This is an optimization exercise on Yosys and OpenROAD, whose aim is small area, a short achievable clock period and few clock cycles per item, not a production implementation.
In this exercise RTL edits were held to simulation tests only and were not proved equivalent to the original.
Power is estimated from default activity; no workload was simulated.

<file path="design/flow/design.v">
module fnwc_b_cmp (
    input  wire [63:0] a,
    input  wire [63:0] b,
    output wire        lt,
    output wire        eq
);
    reg [63:0] g, p;
    integer w, j;
    always @(*) begin
        g = ~a & b;
        p = ~a | b;
        for (w = 1; w < 64; w = w * 2)
            for (j = 0; j < 64; j = j + 2 * w) begin
                g[j] = g[j + w] | (p[j + w] & g[j]);
                p[j] = p[j + w] & p[j];
            end
    end
    assign lt = g[0];
    assign eq = p[0] & ~g[0];
endmodule
module fnwc_b (
    input  wire        clk,
    input  wire        rst,         
    input  wire        cmd_valid,
    output wire        cmd_ready,
    input  wire [63:0] cmd_cw,
    input  wire [63:0] cmd_x,
    input  wire [63:0] cmd_a,       
    input  wire [63:0] cmd_y,       
    output wire        rsp_valid,
    input  wire        rsp_ready,
    output reg  [1:0]  rsp_st,
    output reg  [63:0] rsp_r,
    output wire        fault
);
    localparam K = 16;
    localparam [1:0] ST_OK      = 2'd0;
    localparam [1:0] ST_ABSENT  = 2'd1;
    localparam [1:0] ST_FAULT   = 2'd2;
    localparam [1:0] ST_REFUSED = 2'd3;
    integer i, r;
    reg [63:0] key [0:K-1];
    reg [15:0] wr;
    reg [15:0] used;                
    reg [4:0]  n;
    reg [63:0] index;               
    reg        fault_v;
    reg        fault_cap;           
    reg        rsp_v;               
    reg [63:0] xq;
    reg        q_b;                 
    reg        q_rdsr;              
    reg [9:0]  q_op;                
    reg [6:0]  q_sr;                
    reg [15:0] q_kd;                
    reg [15:0] q_t;                 
    reg [15:0] q_rs;
    reg [15:0] q_eq;                
    assign rsp_valid = rsp_v;
    assign cmd_ready = !rsp_v || rsp_ready;
    wire take   = rsp_v && rsp_ready;
    wire accept = cmd_valid && cmd_ready;
    reg [15:0] dx [0:K-1];
    always @(*)
        for (r = 0; r < K; r = r + 1)
            for (i = 0; i < K; i = i + 1)
                dx[r][i] = (index[4*r +: 4] == i);
    reg [15:0] nlt;
    always @(*)
        for (r = 0; r < K; r = r + 1) begin
            nlt[r] = (r < n);
        end
    wire [7:0] opc     = cmd_cw[63:56];
    wire       z48     = (cmd_cw[55:8] == 48'd0);
    wire       z56     = z48 && (cmd_cw[7:0] == 8'd0);
    wire       s_b     = (opc[7:4] == 4'h2) && (opc[3:0] <= 4'h9) && z56;
    wire [7:0] srn     = cmd_cw[7:0];
    wire [6:0] s_sr    = {srn[7:4] == 4'h2, srn == 8'h12, srn == 8'h11, srn == 8'h10,
                          srn == 8'h02, srn == 8'h01, srn == 8'h00};
    wire       s_rdsr  = (opc == 8'hF0) && z48 && |s_sr;
    reg  [9:0] s_op;
    always @(*)
        for (i = 0; i < 10; i = i + 1)
            s_op[i] = (opc[3:0] == i);
    wire [15:0] lt1, eq1;
    genvar gi;
    generate
        for (gi = 0; gi < K; gi = gi + 1) begin : g_cmp
            fnwc_b_cmp u_cmp (.a(key[gi]), .b(cmd_x), .lt(lt1[gi]), .eq(eq1[gi]));
        end
    endgenerate
    wire ltp1, eqp1;
    fnwc_b_cmp u_cmp_p (.a(xq), .b(cmd_x), .lt(ltp1), .eq(eqp1));
    reg [15:0] xd1;
    always @(*)
        for (i = 0; i < K; i = i + 1)
            xd1[i] = (cmd_x[63:4] == 60'd0) && (cmd_x[3:0] == i);
    reg [15:0] t1, pp1, z1;
    always @(*) begin
        for (r = 0; r < K; r = r + 1)
            t1[r] = nlt[r] && |(lt1 & dx[r]);
        for (r = 0; r < K; r = r + 1) begin
            pp1[r] = t1[r] && (r == K - 1 ? 1'b1 : !t1[r == K - 1 ? 0 : r + 1]);
            z1[r]  = !t1[r] && (r == 0 ? 1'b1 : t1[r == 0 ? 0 : r - 1]);
        end
    end
    wire sh_up = take && do_ins && ltp1;    
    wire sh_dn = take && do_del && ltp1;    
    wire sh_cl = take && op_rst;            
    wire sh_in = take && do_ins;            
    wire sh_de = take && do_del;            
    reg [15:0] t2, pp2, sp2, eq2, nlt2;
    always @(*) begin
        for (r = 0; r < K; r = r + 1) begin
            if (sh_cl)
                nlt2[r] = 1'b0;
            else if (sh_in)
                nlt2[r] = (r == 0) ? 1'b1 : nlt[r == 0 ? 0 : r - 1];
            else if (sh_de)
                nlt2[r] = (r == K - 1) ? 1'b0 : nlt[r == K - 1 ? 0 : r + 1];
            else
                nlt2[r] = nlt[r];
            if (sh_cl) begin
                t2[r]  = 1'b0;
                pp2[r] = 1'b0;
                sp2[r] = 1'b0;
            end else if (sh_up) begin
                t2[r]  = (r == 0) ? 1'b1 : t1[r == 0 ? 0 : r - 1];
                pp2[r] = z1[r];
                sp2[r] = (r == 0) ? 1'b0 : z1[r == 0 ? 0 : r - 1];
            end else if (sh_dn) begin
                t2[r]  = (r == K - 1) ? 1'b0 : t1[r == K - 1 ? 0 : r + 1];
                pp2[r] = (r == K - 1) ? 1'b0 : pp1[r == K - 1 ? 0 : r + 1];
                sp2[r] = (r == K - 1) ? 1'b0 : z1[r == K - 1 ? 0 : r + 1];
            end else begin
                t2[r]  = t1[r];
                pp2[r] = pp1[r];
                sp2[r] = z1[r];
            end
            sp2[r] = sp2[r] && nlt2[r];
        end
        for (i = 0; i < K; i = i + 1)
            eq2[i] = (take && do_ins && free1[i]) ? eqp1 : eq1[i];
    end
    wire       ex1 = s_b && !fault;
    wire [15:0] rs1 = (ex1 && s_op[5]) ? pp2 :
                      (ex1 && s_op[6]) ? sp2 :
                      (ex1 && s_op[4]) ? (xd1 & nlt2) : 16'd0;
    wire [15:0] t   = q_t;
    wire [15:0] eqv = q_eq;
    wire [15:0] hit     = eqv & used;
    wire        present = |hit;
    wire refuse  = fault_v && !q_rdsr;
    wire illegal = !fault_v && !q_b && !q_rdsr;
    wire exec_b  = !fault_v && q_b;
    wire op_ins  = exec_b && q_op[0];
    wire op_del  = exec_b && q_op[1];
    wire op_mem  = exec_b && q_op[2];
    wire op_rank = exec_b && q_op[3];
    wire op_sel  = exec_b && q_op[4];
    wire op_pred = exec_b && q_op[5];
    wire op_succ = exec_b && q_op[6];
    wire op_size = exec_b && q_op[7];
    wire op_empt = exec_b && q_op[8];
    wire op_rst  = exec_b && q_op[9];
    wire [4:0] rank;
    assign rank[4] = t[15];
    assign rank[3] = t[7] & ~t[15];
    assign rank[2] = (t[3] & ~t[7]) | (t[11] & ~t[15]);
    assign rank[1] = (t[1] & ~t[3]) | (t[5] & ~t[7]) | (t[9] & ~t[11]) | (t[13] & ~t[15]);
    assign rank[0] = (t[0] & ~t[1]) | (t[2] & ~t[3]) | (t[4] & ~t[5]) | (t[6] & ~t[7]) |
                     (t[8] & ~t[9]) | (t[10] & ~t[11]) | (t[12] & ~t[13]) | (t[14] & ~t[15]);
    wire [15:0] rsel = q_rs;
    wire        found = |q_rs;
    reg [15:0] ssel;
    always @(*)
        for (i = 0; i < K; i = i + 1) begin
            ssel[i] = q_kd[i] && wr[i];
            for (r = 0; r < K; r = r + 1)
                ssel[i] = ssel[i] | (rsel[r] & dx[r][i]);
        end
    reg [63:0] key_rd;
    always @(*) begin
        key_rd = 64'd0;
        for (i = 0; i < K; i = i + 1)
            key_rd = key_rd | (key[i] & {64{ssel[i]}});
    end
    reg [15:0] free1;
    reg        seen;
    always @(*) begin
        seen = 1'b0;
        for (i = 0; i < K; i = i + 1) begin
            free1[i] = !used[i] && !seen;
            seen     = seen || !used[i];
        end
    end
    reg [3:0] free_slot;
    always @(*) begin
        free_slot = 4'd0;
        for (i = 0; i < K; i = i + 1)
            if (free1[i]) free_slot = free_slot | i[3:0];
    end
    reg [63:0] index_ins, index_rem;
    always @(*)
        for (r = 0; r < K; r = r + 1) begin
            index_ins[4*r +: 4] = t[r] ? index[4*r +: 4] :
                                  (r == 0 || t[r == 0 ? 0 : r-1]) ? free_slot :
                                  index[4*(r == 0 ? 0 : r-1) +: 4];
            index_rem[4*r +: 4] = t[r] ? index[4*r +: 4] :
                                  (r == K - 1) ? 4'd0 : index[4*(r == K-1 ? 0 : r+1) +: 4];
        end
    wire full    = n[4];
    wire do_ins  = op_ins && !present && !full;
    wire cap_flt = op_ins && !present && full;
    wire do_del  = op_del && present;
    wire flt_now = illegal || cap_flt;
    assign fault = fault_v || (rsp_v && flt_now);
    wire [63:0] sr_val =
          (q_sr[0] ? 64'h1040 : 64'd0)
        | (q_sr[1] ? {fault_v, 59'd0, 1'b0, fault_v & fault_cap, 1'b0, fault_v & ~fault_cap} : 64'd0)
        | (q_sr[2] && fault_v ? (fault_cap ? 64'h2000_0000_0000_0000 : xq) : 64'd0)
        | (q_sr[3] ? {59'd0, n} : 64'd0)
        | (q_sr[4] ? {48'd0, ~used} : 64'd0)
        | (q_sr[5] ? index : 64'd0);
    always @(*) begin
        rsp_st = ST_OK;
        if (refuse)
            rsp_st = ST_REFUSED;
        else if (flt_now)
            rsp_st = ST_FAULT;
        else if ((op_sel || op_pred || op_succ) && !found)
            rsp_st = ST_ABSENT;
        rsp_r = key_rd
              | (q_rdsr && !q_sr[6] ? sr_val : 64'd0)
              | {61'd0, cap_flt, 1'b0, illegal}
              | {63'd0, op_mem && present}
              | (op_rank ? {59'd0, rank} : 64'd0)
              | (op_size ? {59'd0, n} : 64'd0)
              | {63'd0, op_empt && (n == 5'd0)};
    end
    always @(posedge clk) begin
        if (cmd_ready && !fault)
            xq <= (!s_b && !s_rdsr) ? cmd_cw : cmd_x;
        if (accept) begin
            q_b    <= s_b;
            q_rdsr <= s_rdsr;
            q_op   <= s_op;
            q_sr   <= s_sr;
            for (i = 0; i < K; i = i + 1)
                q_kd[i] <= s_rdsr && s_sr[6] && (srn[3:0] == i);
            q_t    <= t2;
            q_rs   <= rs1;
            q_eq   <= eq2;
        end
        for (i = 0; i < K; i = i + 1)
            if (take && do_ins && free1[i])
                key[i] <= xq;
    end
    always @(posedge clk) begin
        if (rst) begin
            rsp_v     <= 1'b0;
            wr        <= 16'd0;
            used      <= 16'd0;
            n         <= 5'd0;
            index     <= 64'd0;
            fault_v   <= 1'b0;
            fault_cap <= 1'b0;
        end else begin
            if (accept)
                rsp_v <= 1'b1;
            else if (take)
                rsp_v <= 1'b0;
            if (take) begin
                if (flt_now) begin
                    fault_v   <= 1'b1;
                    fault_cap <= cap_flt;
                end
                if (do_ins) begin
                    wr    <= wr | free1;
                    used  <= used | free1;
                    index <= index_ins;
                    n     <= n + 5'd1;
                end
                if (do_del) begin
                    used  <= used & ~hit;
                    index <= index_rem;
                    n     <= n - 5'd1;
                end
                if (op_rst) begin
                    wr    <= 16'd0;
                    used  <= 16'd0;
                    index <= 64'd0;
                    n     <= 5'd0;
                end
            end
        end
    end
endmodule
</file>
<file path="design/flow/run.sh">
#!/bin/bash
# synth_recipe.tcl (not shown) runs the flow's synth.tcl, then flattens the netlist and writes it again
# the make line also repeats each setting of config.mk as NAME=value (left out here)
make -C /OpenROAD-flow-scripts/flow DESIGN_CONFIG=/design/flow/config.mk WORK_HOME=/design/flow/orfs CLKGATE_MAP_FILE= SYNTH_SCRIPT=/design/flow/synth_recipe.tcl finish
</file>
<file path="design/flow/config.mk">
export PLATFORM = sky130hd
export DESIGN_NAME = fnwc_b
export DESIGN_NICKNAME = fnwc_b
export VERILOG_FILES = /design/flow/design.v
export SDC_FILE = /design/flow/constraint.sdc
export NUM_CORES = 4
export LEC_CHECK = 0
export CAP_MARGIN = 20
export CORE_MARGIN = 2
export CORE_UTILIZATION = 35
export PLACE_DENSITY = 0.55
export SETUP_SLACK_MARGIN = 4
export SLEW_MARGIN = 20
</file>
<file path="design/flow/constraint.sdc">
create_clock -name core_clock -period 10.0 [get_ports {clk}]
set_input_delay 2.0000 -clock core_clock [delete_from_list [all_inputs] [get_ports {clk}]]
set_output_delay 2.0000 -clock core_clock [all_outputs]
set_load 0.01 [all_outputs]
</file>
==> summary.txt, run 1 <==
IO Port Bufs = 200
Clock period minus worst slack = 6.567 ns
Critical path type = flip-flop to output port
Reg2Reg Depth = 11
GR Util met3 = 0.1669
Synth Flop Type = edfxtp_1
Most frequent cells in the layout = edfxtp_1 (1,171), buf_4 (838), nor2_1 (542)
Setup-failing EPs final = 0
Starting Density = 0.3525
Part of the cycle the worst path needs = 0.6567
Crit path DAT = 4.57 ns
CTS Buf Count = 153
Layout Cells excl Fill = 11,030
Total gr overflow = 0
Die area = 212,400 µm²
Nets = 8,359
Max stage delay on crit path = 0.51 ns
CTS clk-pin slew, worst paths = 0.06 ns
Fillers = 19,100
Hold/Removal Path Class = flip-flop to flip-flop
Fraction of layout cells with a size suffix above 1 = 0.2758
Comb pwr share = 0.123
Net Count, Synth = 7,369
Met2 GRT Util = 0.6170
Clock latency (worst-skew pair) = 0.87 ns
RePlAce Congestion = 1.073
RR Endpoint = key[14][24]$_DFFE_PP_
Core Rows = 167
Die Ht = 460.9 µm
P_leak = 0.03341 µW
Syn_area_per_cell = 10.28 µm²
CTS tree = done
Detail Route Antenna Nets = 0
Critical path launch point = q_rs[11]$_DFFE_PP_
CTS Buffer Depth = 3
Setup Skew = 0.07200 ns
Initial antenna violation count = 48
Post-synthesis register bit count = 1,275
Routed wire length per instance = 43.49 µm
Critical Path RT = 8.00 ns
Setup crit start kind = flip-flop
Sw Share = 0.2740
Cell area after synthesis = 73,060 µm²
Layout area overhead = 34.99%
Most used cell, CP = buf_12
Root Driver = clkbuf_16
Most common cell after layout, fill and taps aside = edfxtp_1
Pre-CTS setup slack = 1.230 ns
Worst Setup EP = rsp_r[0]
Sum Neg Setup Slack = 0 ns
CP max stage cell = edfxtp_1
Remaining design rule violation count = 0
Total of max-cap violations = 0
Layout Utilization = 0.4758
CP endpoint kind = output port
Fmax = 152.3 MHz
RSZ-0062 raised after global routing = yes
GR Util met1 = 0.5096
P_sw = 3751 µW
CTS Hold Bufs = 0
Die X = 460.9 µm
Setup ws final = 3.433 ns
Netlist cell types = 99
IR drop worst, VDD = 202.5 µV
Power Dens Cells = 138.8 nW/µm²
H-Tree Depth = 4
Internal = 9939 µW
Flop pwr share = 0.438
Crit-path cells = nand3b_1, buf_12, buf_6, o22ai_2, or4_4, nor4_4, o211ai_1, buf_4, buf_12, buf_8, a22o_4, a221oi_4, and3_1, nand4_1, buf_2
Detailed-route via count = 79,420
Clock network fraction of total power = 0.439
Drt total wl = 479,600 µm
Synthesized instance count = 7,105
CP Max Fanout = 5
Post-detail-place hpwl = 314,200 µm
Vias in the first global route = 71,750
Synth top area cells = edfxtp_1 (48%), a222oi_1 (3.8%), nand2b_1 (3.0%)
Sinks on Clock Net = 1,275
Hold_sp = wr[6]$_SDFFE_PP0P_
Rel. slew slack = 0.03497
Post-synthesis sequential area ratio = 0.5098
Largest net degree at the start of global routing = 84
Drt pass-1 iters = 12
Placed Cells incl. Taps = 9,974
Synth warn = 6
Number of flops mapped to enable cells by yosys = 1,171
Cell taking the most area after synthesis = edfxtp_1
Slew at the pin with the worst max-slew slack = 1.448 ns
Share of the synthesized area in the top cell type = 0.4813
Final Max Tran Viols = 0
Starting DRT DRC Count = 16,820
Outcome = finished clean
Min Hold Slack = 0.4864 ns
GRT busiest layer = met2
Core Area = 207,300 µm²
Fin. Hold Viols = 0
Worst reg-to-reg setup slack = 4.86 ns
Avg Vias per Cell = 7.201
Crit Reg-Reg Startpoint = used[0]$_SDFFE_PP0P_
First-pass GRT wire length = 628,500 µm
Asr flop ratio synth = 0
Overall Global Routing Usage = 0.4312
Top-Level Pins = 329
critical path, delay by kind of cell, from the launching register on:
kind,cells,cell delay [ns]
AOI/OAI and AO/OA,4,0.88
DFF,1,0.51
and+or+nand+nor,5,1.39
buffers and inverters,6,0.99
flip-flops by register name, indices dropped and copies added, names as in the netlist, 5 cells and up:
name	count
index	64
key	1024
n	5
q_eq	16
q_kd	16
q_op	10
q_rs	16
q_sr	7
q_t	16
used	16
wr	16
xq	64
logic make-up after synthesis:
logic type	after synthesis	share of synthesized area
flip-flops	1275	0.5098
multiplexers	47	0.006679
buffers and inverters	793	0.04345
XOR/XNOR	2	0.0002398
AO/OA/AOI/OAI	2580	0.2613
adder cells (fa/ha/maj)	166	0.02288
AND/OR/NAND/NOR	2242	0.1557
timing repair:
action	CTS	global route
pin swaps	376	285
resized for setup	1381	492
setup buffers	468	218
endpoints found under the setup margin	160	93
hold endpoints to repair	0	0
cloned	48	19
cell usage after synthesis (13+ instances only):
cell type,n
edfxtp_1,1171
nor2_1,568
nand2_1,409
a21oi_1,357
clkbuf_1,357
nand2b_1,347
o22ai_1,317
o21ai_0,280
a222oi_1,276
a22oi_1,257
inv_1,229
nor2b_1,191
nor3_1,166
maj3_1,162
a221oi_1,161
a22o_1,148
nand3_1,148
nand4_1,120
a211oi_1,119
buf_2,109
dfxtp_1,104
nor4_1,92
a2111oi_0,79
a21o_1,76
o211ai_1,55
a211o_1,50
a221o_1,47
a31oi_1,44
buf_1,42
and3_1,41
o32ai_1,39
inv_2,36
mux2i_1,33
o2111ai_1,32
or3_1,28
a21boi_0,27
nand3b_1,26
o221ai_1,26
o31ai_1,25
nor3b_1,19
o22a_1,16
and2_1,15
mux2_2,14
or4_1,14
or2_2,13
power by group through the flow:
stage | clock network [µW] | logic, µW | registers, µW
floorplan | 0 | 553 | 6100
detailed placement | 0 | 1240 | 6110
finish | 6010 | 1690 | 6000
CTS | 5980 | 1470 | 5990
global placement | 0 | 1240 | 6110
global route | 6200 | 1680 | 5990
through the flow:
stage | cell area [µm²] | power, µW
floorplan | 73080 | 6658
global placement | 79970 | 7355
detailed placement | 79980 | 7357
CTS | 94560 | 13440
global route | 98580 | 13880
finish | 98620 | 13690
metal layers:
| metal | part of all wire | vias to the layer above | routed length [µm] |
|---|---|---|---|
| met1 | 0.33 | 38940 | 160600 |
| li1 | - | 30740 | - |
| met4 | 0.11 | 34 | 51750 |
| met5 | 0.00086 | - | 412 |
| met3 | 0.15 | 2133 | 72540 |
| met2 | 0.41 | 7580 | 194300 |
how the worst min path moves through the flow:
| stage | end | cells past startpoint |
|---|---|---|
| floorplan | wr[0]$_SDFFE_PP0P_ | 2 |
| global placement | wr[14]$_SDFFE_PP0P_ | 2 |
| detailed placement | wr[6]$_SDFFE_PP0P_ | 2 |
| CTS | wr[6]$_SDFFE_PP0P_ | 2 |
| global route | wr[6]$_SDFFE_PP0P_ | 2 |
| finish | wr[6]$_SDFFE_PP0P_ | 2 |
final cells by class:
cell class,count,area (µm²),share of cell area
antenna,21,52.55,0.0005329
clock buffer,192,4079,0.04136
clock inverter,88,1180,0.01196
inverter,270,1508,0.01529
multi-input combinational,5051,37710,0.3824
sequential,1275,37340,0.3787
tap,2788,3488,0.03537
timing repair buffer,1326,13130,0.1331
timing repair inverter,18,132.6,0.001345
Testbench counts, summed over its fixed seeds: cycles 2,406, items 2,400.
==> inputs of run 2 (changes only) <==
--- a/design/flow/config.mk
+++ b/design/flow/config.mk
@@ -8,6 +8,8 @@
 export CAP_MARGIN = 20
 export CORE_MARGIN = 2
 export CORE_UTILIZATION = 35
+export CTS_CLUSTER_DIAMETER = 60
+export CTS_CLUSTER_SIZE = 30
 export PLACE_DENSITY = 0.55
 export SETUP_SLACK_MARGIN = 4
 export SLEW_MARGIN = 20
==> run 2 against run 1 <==
  * Worst hold slack improved by 0.0035 ns
  * Global-route usage barely moved
  * Die area stayed put
  * Still clean
  * Clock skew grew 0.065 ns
  * Critical path type unchanged
  * Synthesized cell count unchanged
  * Maximum frequency grew 0.60%
  * Routed wire length grew 0.38%
  * Sequential share of layout area barely moved
  * Count of clock-buffer cells in the layout down 62
  * Combinational power is essentially flat
==> summary.txt, run 2 <==
Outcome = finished clean
DR top layer = met5
Most common cell after layout, fill and taps aside = edfxtp_1
Top Registers = key (1024), index (64), xq (64)
Most instantiated cells after synthesis = edfxtp_1 (1,171), nor2_1 (568), nand2_1 (409), a21oi_1 (357), clkbuf_1 (357)
IR drop worst, VDD = 156.7 µV
Post-synthesis register bit count = 1,275
CTS clk-pin slew, worst paths = 0.07 ns
P_leak = 0.03333 µW
H-Tree Depth = 3
Crit path DAT = 4.53 ns
Layout Utilization = 0.4756
Root Driver = clkbuf_16
CTS Buf Count = 121
Fin. Hold Viols = 0
RSZ-0062 raised after global routing = yes
Synth warn = 6
WL met3 = 72,480 µm
Min Hold Slack = 0.4899 ns
Cell taking the most area after synthesis = edfxtp_1
Critical Path RT = 8.00 ns
Core Area = 207,300 µm²
Starting Density = 0.3525
Vias in the first global route = 71,860
Fillers = 19,080
Placed Cells incl. Taps = 9,974
Die area = 212,400 µm²
Core Rows = 167
Synth top area cells = edfxtp_1 (48%), a222oi_1 (3.8%), nand2b_1 (3.0%)
Total of max-cap violations = 0
Power Dens Cells = 130.3 nW/µm²
Detailed-route via count = 80,170
Asr flop ratio synth = 0
Synthesized instance count = 7,105
RePlAce Congestion = 1.073
Fmax = 153.2 MHz
Setup Skew = 0.1367 ns
Layout Cells excl Fill = 11,020
Top reg by flops = key
Rel. slew slack = 0.1182
Cell area after synthesis = 73,060 µm²
Met2 wire len = 195,900 µm
Avg Vias per Cell = 7.274
First-pass GRT wire length = 629,900 µm
Slew at the pin with the worst max-slew slack = 1.323 ns
Setup crit start kind = flip-flop
Sum Neg Setup Slack = 0 ns
Post-synthesis sequential area ratio = 0.5098
Largest net degree at the start of global routing = 84
Clock latency (worst-skew pair) = 0.89 ns
Most frequent cells in the layout = edfxtp_1 (1,171), buf_4 (865), nor2_1 (541)
Clock period minus worst slack = 6.528 ns
Total gr overflow = 0
Overall Global Routing Usage = 0.4311
Starting DRT DRC Count = 16,560
Worst reg-to-reg setup slack = 4.80 ns
Drt pass-1 iters = 13
Die X = 460.9 µm
Netlist cell types = 99
Part of the cycle the worst path needs = 0.6528
CP endpoint kind = output port
Syn_area_per_cell = 10.28 µm²
IO Port Bufs = 200
Fraction of layout cells with a size suffix above 1 = 0.2869
Layout area overhead = 34.92%
Routed wire length per instance = 43.68 µm
CTS Buffer Depth = 3
Top-Level Pins = 329
Post-detail-place hpwl = 314,200 µm
Net Count, Synth = 7,369
Share of the synthesized area in the top cell type = 0.4813
Setup-failing EPs final = 0
Metal-1 WL = 159,700 µm
Initial antenna violation count = 37
Remaining design rule violation count = 0
Nets = 8,368
CTS tree = done
Synth Flop Type = edfxtp_1
Sinks on Clock Net = 1,275
Hold/Removal Path Class = flip-flop to flip-flop
Drt total wl = 481,400 µm
Critical path type = flip-flop to output port
CTS Hold Bufs = 0
Number of flops mapped to enable cells by yosys = 1,171
CP Max Fanout = 7
Final Max Tran Viols = 0
Die Ht = 460.9 µm
Largest register FFs = 1,024
Detail Route Antenna Nets = 0
Most frequent cell after synthesis = edfxtp_1
==> run 2: cell counts after synthesis <==
No cell type changed its count.
==> run 2: final timing paths <==
check / start / endpoint / cells after the start
hold / removal: wr[6]$_SDFFE_PP0P_ / wr[6]$_SDFFE_PP0P_ / 2
setup reg to reg: xq[26]$_DFFE_PP_ / q_rs[2]$_DFFE_PP_ / 13
setup / recovery: q_rs[11]$_DFFE_PP_ / rsp_r[60] / 13
hold reg to reg: wr[6]$_SDFFE_PP0P_ / wr[6]$_SDFFE_PP0P_ / 2
==> run 2: cells by family (layout without fill, tap and decap cells) <==
family | after synthesis | after routing | share of synthesized area
AOI/OAI and AO/OA | 2580 | 2580 | 0.2613
and+or+nand+nor | 2242 | 2257 | 0.1557
DFF | 1275 | 1275 | 0.5098
buffers and inverters | 793 | 1885 | 0.04345
adders and majority gates | 166 | 166 | 0.02288
muxes | 47 | 47 | 0.006679
xor gates and xnor gates | 2 | 2 | 0.0002398
other | 0 | 21 | 0
==> run 2: power by group <==
part	internal [µW]	total, µW	switching [µW]
sequential	5900	5990	87.8
combinational	572	1700	1130
clock	2590	5160	2560
total	9060	12800	3780
==> run 2: area by class of cell <==
class / count / area [µm²] / share of cell area
multi-input cells: 5052 / 38210 / 0.3877
flip-flops and latches: 1275 / 37350 / 0.3789
repair buffers: 1373 / 13530 / 0.1372
well taps: 2788 / 3488 / 0.03539
clock buffers: 130 / 3083 / 0.03128
inverters: 270 / 1525 / 0.01547
clock inverters: 101 / 1252 / 0.01271
repair inverters: 11 / 77.57 / 0.0007870
diodes: 21 / 52.55 / 0.0005331
==> run 2: worst max-delay path, cell delays in order (launching register included) <==
cell and delay (ns):
edfxtp_1 0.51, nand3b_1 0.21, buf_12 0.14, o22ai_4 0.06
or4_4 0.50, nor4_4 0.22, o211ai_1 0.28, clkbuf_16 0.30
buf_12 0.18, buf_16 0.17, a222oi_1 0.50, nand4_1 0.14
a211o_1 0.32, buf_2 0.16
==> run 2: per-stage QoR <==
stage | power, µW | setup WS (ns) | cell area [µm²]
after floorplan | 6658 | 2.047 | 73080
after global placement | 7355 | 1.246 | 79970
after detailed placement | 7357 | 1.230 | 79980
after CTS | 12610 | 3.525 | 93970
after global routing | 13020 | 3.520 | 98520
final | 12840 | 3.472 | 98570
==> run 2: what timing repair did <==
action                                  in CTS  in global routing
gates resized for setup                   1422                545
pin swaps                                  389                317
endpoints found under the setup margin     152                 96
buffers inserted                           493                242
gates cloned                                46                 14
==> run 2: metal layers <==
layer	vias to the layer above	track usage
li1	30790	-
met1	39360	0.5178
met2	7849	0.6196
met3	2163	0.1533
met4	12	0.3511
met5	-	0

re-timing with driven ports:
Ports are ideal in the flow. The routed layouts listed here were re-timed in OpenROAD. Step 1 (the two cells are an assumption about what drives the block):
set clk [get_ports {clk}]
set_driving_cell -lib_cell sky130_fd_sc_hd__clkbuf_16 $clk
set_driving_cell -lib_cell sky130_fd_sc_hd__buf_2 [delete_from_list [all_inputs] $clk]
Step 2 moves the port delays by t, midway between the first and last clock arrival at a register: inputs arrive t later, outputs are due t later. That takes back most of the time a late clock gives input paths. a / b / c = ideal / step 1 / step 2; a / b = the first two.
| run | shift t [ns] | setup WS [ns] | clock arrival spread, ns |
|---|---|---|---|
| run 1 | 0.926 | 3.433 / 3.338 / 2.908 | 0.083 / 0.083 |
| run 2 | 0.920 | 3.472 / 3.374 / 3.002 | 0.138 / 0.139 |
After both steps every run listed still meets setup and hold. For run 1, which loses most, drivers alone change the setup slack by -0.095 ns; drivers and shift together by -0.525 ns.
